Background: an optimization exercise with open tools, aiming at a short achievable clock period and few clock cycles. Do not read the settings as production practice. The RTL of this run was laid out without a check of its function.

===== flow/config.mk =====
export PLATFORM = sky130hd
export DESIGN_NAME = saes_core
export DESIGN_NICKNAME = saes_core
export VERILOG_FILES = /design/flow/design.v
export SDC_FILE = /design/flow/constraint.sdc
export NUM_CORES = 4
export LEC_CHECK = 0
export ABC_CLOCK_PERIOD_IN_PS = 3000
export CAP_MARGIN = 20
export CORE_MARGIN = 2
export CORE_UTILIZATION = 40
export SETUP_SLACK_MARGIN = 5
export SLEW_MARGIN = 20

===== flow/constraint.sdc =====
create_clock -name core_clock -period 12.0 [get_ports {clk}]
set_input_delay 2.4000 -clock core_clock [delete_from_list [all_inputs] [get_ports {clk}]]
set_output_delay 2.4000 -clock core_clock [all_outputs]
set_load 0.01 [all_outputs]

===== flow/design.v =====
module saes_sbox4 (
    input  wire [3:0] x,
    output reg  [3:0] y
);
    always @(*) begin
        case (x)
            4'h0: y = 4'h9;  4'h1: y = 4'h4;  4'h2: y = 4'hA;  4'h3: y = 4'hB;
            4'h4: y = 4'hD;  4'h5: y = 4'h1;  4'h6: y = 4'h8;  4'h7: y = 4'h5;
            4'h8: y = 4'h6;  4'h9: y = 4'h2;  4'hA: y = 4'h0;  4'hB: y = 4'h3;
            4'hC: y = 4'hC;  4'hD: y = 4'hE;  4'hE: y = 4'hF;  default: y = 4'h7;
        endcase
    end
endmodule
module saes_isbox4 (
    input  wire [3:0] x,
    output reg  [3:0] y
);
    always @(*) begin
        case (x)
            4'h0: y = 4'hA;  4'h1: y = 4'h5;  4'h2: y = 4'h9;  4'h3: y = 4'hB;
            4'h4: y = 4'h1;  4'h5: y = 4'h7;  4'h6: y = 4'h8;  4'h7: y = 4'hF;
            4'h8: y = 4'h6;  4'h9: y = 4'h0;  4'hA: y = 4'h2;  4'hB: y = 4'h3;
            4'hC: y = 4'hC;  4'hD: y = 4'h4;  4'hE: y = 4'hD;  default: y = 4'hE;
        endcase
    end
endmodule
module saes_gf_reduce (
    input  wire [7:0] v,
    output wire [3:0] r
);
    assign r = v[3:0]
             ^ (v[4] ? 4'h3 : 4'h0)
             ^ (v[5] ? 4'h6 : 4'h0)
             ^ (v[6] ? 4'hC : 4'h0)
             ^ (v[7] ? 4'hB : 4'h0);
endmodule
module saes_gf_mul (
    input  wire [3:0] a,
    input  wire [3:0] b,
    output wire [3:0] p
);
    wire [7:0] raw = (a[0] ? {4'b0, b}       : 8'h00)
                   ^ (a[1] ? {3'b0, b, 1'b0} : 8'h00)
                   ^ (a[2] ? {2'b0, b, 2'b0} : 8'h00)
                   ^ (a[3] ? {1'b0, b, 3'b0} : 8'h00);
    saes_gf_reduce u_red (.v(raw), .r(p));
endmodule
module saes_gf_degree (
    input  wire [7:0]  v,
    output reg  [15:0] d
);
    always @(*) begin
        if      (v[7]) d = 16'd7;
        else if (v[6]) d = 16'd6;
        else if (v[5]) d = 16'd5;
        else if (v[4]) d = 16'd4;
        else if (v[3]) d = 16'd3;
        else if (v[2]) d = 16'd2;
        else if (v[1]) d = 16'd1;
        else if (v[0]) d = 16'd0;
        else           d = 16'hFFFF;
    end
endmodule
module saes_sbox8 (
    input  wire [7:0] v,
    output wire [7:0] y
);
    saes_sbox4 u_hi (.x(v[7:4]), .y(y[7:4]));
    saes_sbox4 u_lo (.x(v[3:0]), .y(y[3:0]));
endmodule
module saes_isbox8 (
    input  wire [7:0] v,
    output wire [7:0] y
);
    saes_isbox4 u_hi (.x(v[7:4]), .y(y[7:4]));
    saes_isbox4 u_lo (.x(v[3:0]), .y(y[3:0]));
endmodule
module saes_nibsub (
    input  wire [15:0] w,
    output wire [15:0] y
);
    saes_sbox8 u_hi (.v(w[15:8]), .y(y[15:8]));
    saes_sbox8 u_lo (.v(w[7:0]),  .y(y[7:0]));
endmodule
module saes_inibsub (
    input  wire [15:0] w,
    output wire [15:0] y
);
    saes_isbox8 u_hi (.v(w[15:8]), .y(y[15:8]));
    saes_isbox8 u_lo (.v(w[7:0]),  .y(y[7:0]));
endmodule
module saes_mixcol (
    input  wire [15:0] w,
    output wire [15:0] y
);
    wire [3:0] m0, m1, m2, m3;
    saes_gf_mul u_m0 (.a(4'h4), .b(w[3:0]),   .p(m0));
    saes_gf_mul u_m1 (.a(4'h4), .b(w[7:4]),   .p(m1));
    saes_gf_mul u_m2 (.a(4'h4), .b(w[11:8]),  .p(m2));
    saes_gf_mul u_m3 (.a(4'h4), .b(w[15:12]), .p(m3));
    assign y[3:0]   = w[3:0]   ^ m1;
    assign y[7:4]   = m0       ^ w[7:4];
    assign y[11:8]  = w[11:8]  ^ m3;
    assign y[15:12] = m2       ^ w[15:12];
endmodule
module saes_imixcol (
    input  wire [15:0] w,
    output wire [15:0] y
);
    wire [3:0] n0, n1, n2, n3, t0, t1, t2, t3;
    saes_gf_mul u_n0 (.a(4'h9), .b(w[3:0]),   .p(n0));
    saes_gf_mul u_n1 (.a(4'h9), .b(w[7:4]),   .p(n1));
    saes_gf_mul u_n2 (.a(4'h9), .b(w[11:8]),  .p(n2));
    saes_gf_mul u_n3 (.a(4'h9), .b(w[15:12]), .p(n3));
    saes_gf_mul u_t0 (.a(4'h2), .b(w[3:0]),   .p(t0));
    saes_gf_mul u_t1 (.a(4'h2), .b(w[7:4]),   .p(t1));
    saes_gf_mul u_t2 (.a(4'h2), .b(w[11:8]),  .p(t2));
    saes_gf_mul u_t3 (.a(4'h2), .b(w[15:12]), .p(t3));
    assign y[3:0]   = n0 ^ t1;
    assign y[7:4]   = t0 ^ n1;
    assign y[11:8]  = n2 ^ t3;
    assign y[15:12] = t2 ^ n3;
endmodule
module saes_keyexp (
    input  wire [15:0] key,
    output wire [15:0] rk1,
    output wire [15:0] rk2,
    output wire [15:0] rk3
);
    wire [7:0] w0 = key[15:8];
    wire [7:0] w1 = key[7:0];
    wire [7:0] s1, s3;
    wire [7:0] w2, w3, w4, w5;
    saes_sbox8 u_s1 (.v({w1[3:0], w1[7:4]}), .y(s1));
    assign w2 = w0 ^ 8'h80 ^ s1;
    assign w3 = w2 ^ w1;
    saes_sbox8 u_s3 (.v({w3[3:0], w3[7:4]}), .y(s3));
    assign w4 = w2 ^ 8'h30 ^ s3;
    assign w5 = w4 ^ w3;
    assign rk1 = {w0, w1};
    assign rk2 = {w2, w3};
    assign rk3 = {w4, w5};
endmodule
module saes_encrypt (
    input  wire [15:0] w,
    input  wire [15:0] rk1,
    input  wire [15:0] rk2,
    input  wire [15:0] rk3,
    output wire [15:0] y
);
    wire [15:0] s0, s1, s2, s3, s4, s5;
    assign s0 = w ^ rk1;
    saes_nibsub u_ns1 (.w(s0), .y(s1));
    wire [15:0] sr1 = {s1[15:12], s1[3:0], s1[7:4], s1[11:8]};
    saes_mixcol u_mc (.w(sr1), .y(s2));
    assign s3 = s2 ^ rk2;
    saes_nibsub u_ns2 (.w(s3), .y(s4));
    assign s5 = {s4[15:12], s4[3:0], s4[7:4], s4[11:8]};
    assign y  = s5 ^ rk3;
endmodule
module saes_decrypt (
    input  wire [15:0] w,
    input  wire [15:0] rk1,
    input  wire [15:0] rk2,
    input  wire [15:0] rk3,
    output wire [15:0] y
);
    wire [15:0] s0, s1, s2, s3, s4;
    assign s0 = w ^ rk3;
    saes_inibsub u_is1 (.w({s0[15:12], s0[3:0], s0[7:4], s0[11:8]}), .y(s1));
    assign s2 = s1 ^ rk2;
    saes_imixcol u_imc (.w(s2), .y(s3));
    saes_inibsub u_is2 (.w({s3[15:12], s3[3:0], s3[7:4], s3[11:8]}), .y(s4));
    assign y  = s4 ^ rk1;
endmodule
module saes_decode (
    input  wire [71:0] cmd,
    output reg  [1:0]  err
);
    wire [7:0]  op = cmd[71:64];
    wire [15:0] n  = cmd[63:48];
    wire [15:0] b  = cmd[47:32];
    wire [31:0] a  = cmd[31:0];
    wire rsv_n   = (|a[31:4])  | (|b)       | (|n);
    wire rsv_nn  = (|a[31:4])  | (|b[15:4]) | (|n);
    wire rsv_b   = (|a[31:8])  | (|b)       | (|n);
    wire rsv_w   = (|a[31:16]) | (|b)       | (|n);
    wire rsv_k   = (|a)        | (|n);
    wire rsv_wk  = (|a[31:16]) | (|n);
    wire rsv_dwk = (|n);
    always @(*) begin
        case (op)
            8'h01, 8'h02, 8'h12, 8'h13, 8'h14:
                err = rsv_b   ? 2'd2 : 2'd0;
            8'h03:
                err = rsv_nn  ? 2'd2 : 2'd0;
            8'h10, 8'h11:
                err = rsv_n   ? 2'd2 : 2'd0;
            8'h20:
                err = rsv_k   ? 2'd2 : 2'd0;
            8'h31, 8'h32, 8'h33, 8'h34, 8'h35:
                err = rsv_w   ? 2'd2 : 2'd0;
            8'h30, 8'h38, 8'h39, 8'h40:
                err = rsv_wk  ? 2'd2 : 2'd0;
            8'h43:
                err = rsv_dwk ? 2'd2 : 2'd0;
            8'h41, 8'h42:
                err = 2'd0;
            default:
                err = 2'd1;
        endcase
    end
endmodule
module saes_chain #(
    parameter NB = 8,
    parameter BW = 4
) (
    input  wire        clk,
    input  wire        rst,
    input  wire        load,
    input  wire [1:0]  lmode,    
    input  wire [15:0] lx,
    input  wire [15:0] lcnt,
    input  wire [15:0] lrk1,
    input  wire [15:0] lrk2,
    input  wire [15:0] lrk3,
    output reg         busy,
    input  wire        pop,
    output wire        ne,
    output wire [16:0] head
);
    reg [15:0] x, k1, k2, k3, cnt;
    reg        ks, seed, crdy;
    reg [3:0]  it;
    reg [16:0] f [0:NB-1];
    reg [BW-1:0] fc;
    wire [15:0] e;
    saes_encrypt u_enc (.w(x), .rk1(k1), .rk2(k2), .rk3(k3), .y(e));
    wire [15:0] xn = it[0] ? {1'b0, e[15:1]} : {e[14:0], 1'b0};
    wire emit_ks = ks && (it == 4'd0) && crdy;
    wire emit_ct = !ks && (it == 4'd15) && !seed;
    wire emit    = busy && (emit_ks || emit_ct);
    wire lastb   = (cnt == 16'd1);
    wire full    = (fc == NB);
    wire adv     = busy && !(emit && full);
    wire push    = adv && emit;
    wire [16:0] pdata = {lastb, ks ? e : xn};
    assign ne   = (fc != 0);
    assign head = f[0];
    always @(posedge clk) begin
        if (rst) begin
            busy <= 1'b0;
        end else if (load) begin
            busy <= 1'b1;
            x    <= lx;
            k1   <= lrk1;
            k2   <= lrk2;
            k3   <= lrk3;
            cnt  <= lcnt;
            ks   <= (lmode == 2'd2);
            seed <= (lmode != 2'd0);
            crdy <= 1'b0;
            it   <= 4'd0;
        end else if (adv) begin
            x  <= xn;
            it <= it + 4'd1;
            if (it == 4'd15) begin
                if (seed) seed <= 1'b0;
                else      crdy <= 1'b1;
            end
            if (emit_ks) crdy <= 1'b0;
            if (emit) begin
                cnt <= cnt - 16'd1;
                if (lastb) busy <= 1'b0;
            end
        end
    end
    integer i;
    always @(posedge clk) begin
        if (rst) begin
            fc <= 0;
        end else begin
            fc <= fc + (push ? 1 : 0) - (pop ? 1 : 0);
        end
        for (i = 0; i < NB; i = i + 1) begin
            if (pop) begin
                if (push && (i == fc - 1))
                    f[i] <= pdata;
                else if (i < NB - 1)
                    f[i] <= f[i + 1];
            end else if (push && (i == fc)) begin
                f[i] <= pdata;
            end
        end
    end
endmodule
module saes_core (
    input  wire        clk,
    input  wire        rst,
    input  wire        cmd_valid,
    output wire        cmd_ready,
    input  wire [71:0] cmd,
    output wire        rsp_valid,
    input  wire        rsp_ready,
    output wire [18:0] rsp
);
    localparam NE = 16;           
    localparam EW = 4;            
    localparam NB = 8;            
    localparam BW = 4;
    localparam ND = 128;           
    localparam DW = 7;
    localparam [7:0] OP_GFDEG   = 8'h01, OP_GFRED  = 8'h02, OP_GFMUL  = 8'h03,
                     OP_SBOX4   = 8'h10, OP_ISBOX4 = 8'h11, OP_SBOX8  = 8'h12,
                     OP_ISBOX8  = 8'h13, OP_ROTNIB = 8'h14, OP_KEYEXP = 8'h20,
                     OP_ADDRK   = 8'h30, OP_NIBSUB = 8'h31, OP_INSUB  = 8'h32,
                     OP_SHROW   = 8'h33, OP_MIXCOL = 8'h34, OP_IMIXCOL = 8'h35,
                     OP_ENC     = 8'h38, OP_DEC    = 8'h39, OP_EXPIV  = 8'h40,
                     OP_CTRGEN  = 8'h41, OP_KSGEN  = 8'h42, OP_CTRXOR = 8'h43;
    localparam [2:0] K_LIT = 3'd0, K_KEY = 3'd1, K_ENC = 3'd2, K_DEC = 3'd3,
                     K_XOR = 3'd4, K_CHN = 3'd5;
    reg  [71:0] cmd_a;
    reg         acc_a;
    reg         rdy_r;
    assign cmd_ready = rdy_r;
    always @(posedge clk) begin
        cmd_a <= cmd;
        acc_a <= !rst && cmd_valid && rdy_r;
    end
    wire [7:0]  op = cmd_a[71:64];
    wire [15:0] n  = cmd_a[63:48];
    wire [15:0] b  = cmd_a[47:32];
    wire [31:0] a  = cmd_a[31:0];
    wire [1:0] err;
    saes_decode u_dec (.cmd(cmd_a), .err(err));
    wire [15:0] rk1, rk2, rk3;
    saes_keyexp u_kx (.key(b), .rk1(rk1), .rk2(rk2), .rk3(rk3));
    wire [15:0] r_deg;
    wire [3:0]  r_red, r_mul, r_sb4, r_isb4;
    wire [7:0]  r_sb8, r_isb8;
    wire [15:0] r_nsub, r_insub, r_mix, r_imix;
    saes_gf_degree u_deg  (.v(a[7:0]), .d(r_deg));
    saes_gf_reduce u_red  (.v(a[7:0]), .r(r_red));
    saes_gf_mul    u_mul  (.a(a[3:0]), .b(b[3:0]), .p(r_mul));
    saes_sbox4     u_sb4  (.x(a[3:0]), .y(r_sb4));
    saes_isbox4    u_isb4 (.x(a[3:0]), .y(r_isb4));
    saes_sbox8     u_sb8  (.v(a[7:0]), .y(r_sb8));
    saes_isbox8    u_isb8 (.v(a[7:0]), .y(r_isb8));
    saes_nibsub    u_nsub (.w(a[15:0]), .y(r_nsub));
    saes_inibsub   u_isub (.w(a[15:0]), .y(r_insub));
    saes_mixcol    u_mix  (.w(a[15:0]), .y(r_mix));
    saes_imixcol   u_imix (.w(a[15:0]), .y(r_imix));
    reg [2:0]  b_kind;
    reg [18:0] b_lit;
    reg [15:0] b_aux;     
    reg [1:0]  b_mode;
    always @(*) begin
        b_kind = K_LIT;
        b_lit  = {3'b011, 16'h0000};
        b_aux  = a[31:16];
        b_mode = 2'd0;
        if (err != 2'd0) begin
            b_lit = {3'b110, 14'b0, err};
        end else begin
            case (op)
                OP_GFDEG:   b_lit[15:0] = r_deg;
                OP_GFRED:   b_lit[15:0] = {12'b0, r_red};
                OP_GFMUL:   b_lit[15:0] = {12'b0, r_mul};
                OP_SBOX4:   b_lit[15:0] = {12'b0, r_sb4};
                OP_ISBOX4:  b_lit[15:0] = {12'b0, r_isb4};
                OP_SBOX8:   b_lit[15:0] = {8'b0, r_sb8};
                OP_ISBOX8:  b_lit[15:0] = {8'b0, r_isb8};
                OP_ROTNIB:  b_lit[15:0] = {8'b0, a[3:0], a[7:4]};
                OP_KEYEXP:  b_kind = K_KEY;
                OP_ADDRK:   b_lit[15:0] = a[15:0] ^ b;
                OP_NIBSUB:  b_lit[15:0] = r_nsub;
                OP_INSUB:   b_lit[15:0] = r_insub;
                OP_SHROW:   b_lit[15:0] = {a[15:12], a[3:0], a[7:4], a[11:8]};
                OP_MIXCOL:  b_lit[15:0] = r_mix;
                OP_IMIXCOL: b_lit[15:0] = r_imix;
                OP_ENC:     b_kind = K_ENC;
                OP_DEC:     b_kind = K_DEC;
                OP_CTRXOR:  b_kind = K_XOR;
                OP_EXPIV: begin
                    b_kind = K_CHN;
                    b_aux  = 16'd1;
                    b_mode = 2'd0;
                end
                OP_CTRGEN, OP_KSGEN: begin
                    if (n == 16'd0) begin
                        b_lit = {3'b010, 16'h0000};
                    end else begin
                        b_kind = K_CHN;
                        b_aux  = n;
                        b_mode = (op == OP_KSGEN) ? 2'd2 : 2'd1;
                    end
                end
                default: ;
            endcase
        end
    end
    localparam QW = 3 + 19 + 16 + 16 + 2 + 48;
    reg [QW-1:0] q [0:3];
    reg [2:0]    qc;
    wire [QW-1:0] q_in = {b_kind, b_lit, a[15:0], b_aux, b_mode, rk1, rk2, rk3};
    wire q_push = acc_a;
    wire q_pop;
    wire [2:0]  qh_kind = q[0][QW-1 -: 3];
    wire [18:0] qh_lit  = q[0][QW-4 -: 19];
    wire [15:0] qh_w    = q[0][QW-23 -: 16];
    wire [15:0] qh_aux  = q[0][QW-39 -: 16];
    wire [1:0]  qh_mode = q[0][QW-55 -: 2];
    wire [15:0] qh_rk1  = q[0][47:32];
    wire [15:0] qh_rk2  = q[0][31:16];
    wire [15:0] qh_rk3  = q[0][15:0];
    wire [2:0] qc_next = qc + (q_push ? 3'd1 : 3'd0) - (q_pop ? 3'd1 : 3'd0);
    integer qi;
    always @(posedge clk) begin
        if (rst) begin
            qc    <= 3'd0;
            rdy_r <= 1'b1;
        end else begin
            qc    <= qc_next;
            rdy_r <= (qc_next + {2'b0, rdy_r}) <= 3'd2;
        end
        for (qi = 0; qi < 4; qi = qi + 1) begin
            if (q_pop) begin
                if (q_push && (qi == qc - 1))
                    q[qi] <= q_in;
                else if (qi < 3)
                    q[qi] <= q[qi + 1];
            end else if (q_push && (qi == qc)) begin
                q[qi] <= q_in;
            end
        end
    end
    wire [NE-1:0] e_busy;
    wire [NE-1:0] e_ne;
    wire [16:0]   e_head [0:NE-1];
    wire [NE-1:0] e_pop;
    reg [EW-1:0] fsel;
    reg          ffree;
    integer ei;
    always @(*) begin
        fsel  = {EW{1'b0}};
        ffree = 1'b0;
        for (ei = NE - 1; ei >= 0; ei = ei - 1) begin
            if (!e_busy[ei]) begin
                fsel  = ei;
                ffree = 1'b1;
            end
        end
    end
    reg [DW:0] dc;           
    reg [DW-1:0] wp, rp;
    wire qv     = (qc != 3'd0);
    wire is_chn = (qh_kind == K_CHN);
    assign q_pop = qv && (dc != ND) && (!is_chn || ffree);
    wire [15:0] c_enc, c_dec;
    saes_encrypt u_cenc (.w(qh_w), .rk1(qh_rk1), .rk2(qh_rk2), .rk3(qh_rk3), .y(c_enc));
    saes_decrypt u_cdec (.w(qh_w), .rk1(qh_rk1), .rk2(qh_rk2), .rk3(qh_rk3), .y(c_dec));
    reg [18:0] c_beat;
    always @(*) begin
        case (qh_kind)
            K_KEY:   c_beat = {3'b001, qh_rk1};
            K_ENC:   c_beat = {3'b011, c_enc};
            K_DEC:   c_beat = {3'b011, c_dec};
            K_XOR:   c_beat = {3'b011, c_enc ^ qh_aux};
            default: c_beat = qh_lit;
        endcase
    end
    localparam RW = 2 + EW + 19 + 32;
    reg [RW-1:0] ring [0:ND-1];
    wire [RW-1:0] r_in = {is_chn, (qh_kind == K_KEY), fsel, c_beat, qh_rk2, qh_rk3};
    always @(posedge clk) begin
        if (q_pop)
            ring[wp] <= r_in;
    end
    genvar g;
    generate
        for (g = 0; g < NE; g = g + 1) begin : eng
            saes_chain #(.NB(NB), .BW(BW)) u_ch (
                .clk(clk), .rst(rst),
                .load(q_pop && is_chn && (fsel == g)),
                .lmode(qh_mode), .lx(qh_w), .lcnt(qh_aux),
                .lrk1(qh_rk1), .lrk2(qh_rk2), .lrk3(qh_rk3),
                .busy(e_busy[g]),
                .pop(e_pop[g]), .ne(e_ne[g]), .head(e_head[g])
            );
        end
    endgenerate
    reg          hv;
    reg          h_chn, h_key;
    reg [EW-1:0] h_idx;
    reg [18:0]   h_beat;
    reg [31:0]   h_ext;
    reg [1:0]    h_kb;
    wire [16:0] fh    = e_head[h_idx];
    wire        f_ne  = e_ne[h_idx];
    reg [18:0] o_beat;
    reg        o_avail, o_end;
    always @(*) begin
        if (h_chn) begin
            o_beat  = {1'b0, fh[16], 1'b1, fh[15:0]};
            o_avail = hv && f_ne;
            o_end   = fh[16];
        end else if (h_key) begin
            o_beat  = {1'b0, (h_kb == 2'd2), 1'b1,
                       (h_kb == 2'd0) ? h_beat[15:0] :
                       (h_kb == 2'd1) ? h_ext[31:16] : h_ext[15:0]};
            o_avail = hv;
            o_end   = (h_kb == 2'd2);
        end else begin
            o_beat  = h_beat;
            o_avail = hv;
            o_end   = 1'b1;
        end
    end
    reg        rv0, rv1;
    reg [18:0] r0, r1;
    wire take   = rv0 && rsp_ready;
    wire o_push = o_avail && !rv1;
    wire h_done = o_push && o_end;
    wire h_load = (!hv || h_done) && (dc != 0);
    generate
        for (g = 0; g < NE; g = g + 1) begin : popg
            assign e_pop[g] = o_push && h_chn && (h_idx == g);
        end
    endgenerate
    wire [RW-1:0] r_out = ring[rp];
    always @(posedge clk) begin
        if (rst) begin
            dc <= 0;
            wp <= 0;
            rp <= 0;
            hv <= 1'b0;
        end else begin
            dc <= dc + (q_pop ? 1 : 0) - (h_load ? 1 : 0);
            if (q_pop) wp <= wp + 1'b1;
            if (h_load) begin
                rp <= rp + 1'b1;
                hv <= 1'b1;
            end else if (h_done) begin
                hv <= 1'b0;
            end
        end
        if (h_load) begin
            {h_chn, h_key, h_idx, h_beat, h_ext} <= r_out;
            h_kb <= 2'd0;
        end else if (o_push && h_key) begin
            h_kb <= h_kb + 2'd1;
        end
    end
    always @(posedge clk) begin
        if (rst) begin
            rv0 <= 1'b0;
            rv1 <= 1'b0;
        end else if (take) begin
            if (rv1) begin
                r0  <= r1;
                rv1 <= 1'b0;
            end else begin
                rv0 <= o_push;
                r0  <= o_beat;
            end
        end else if (!rv0) begin
            rv0 <= o_push;
            r0  <= o_beat;
        end else if (o_push) begin
            rv1 <= 1'b1;
            r1  <= o_beat;
        end
    end
    assign rsp_valid = rv0;
    assign rsp       = r0;
endmodule

===== flow/run.sh =====
#!/bin/bash
# synth_recipe.tcl (not shown) runs the flow's synth.tcl, then flattens the netlist and writes it again
# the make line also repeats each setting of config.mk as NAME=value (left out here)
make -C /OpenROAD-flow-scripts/flow DESIGN_CONFIG=/design/flow/config.mk WORK_HOME=/design/flow/orfs CLKGATE_MAP_FILE= SYNTH_SCRIPT=/design/flow/synth_recipe.tcl finish

==> summary.md <==
| Metric | Value |
|---|---|
| Status | stopped before the end |
| Synth Warn # | 9 |
| Error msg | Error: Synthesized memory size 4096 exceeds SYNTH_MEMORY_MAX_BITS |
| Stop stage | synthesis |
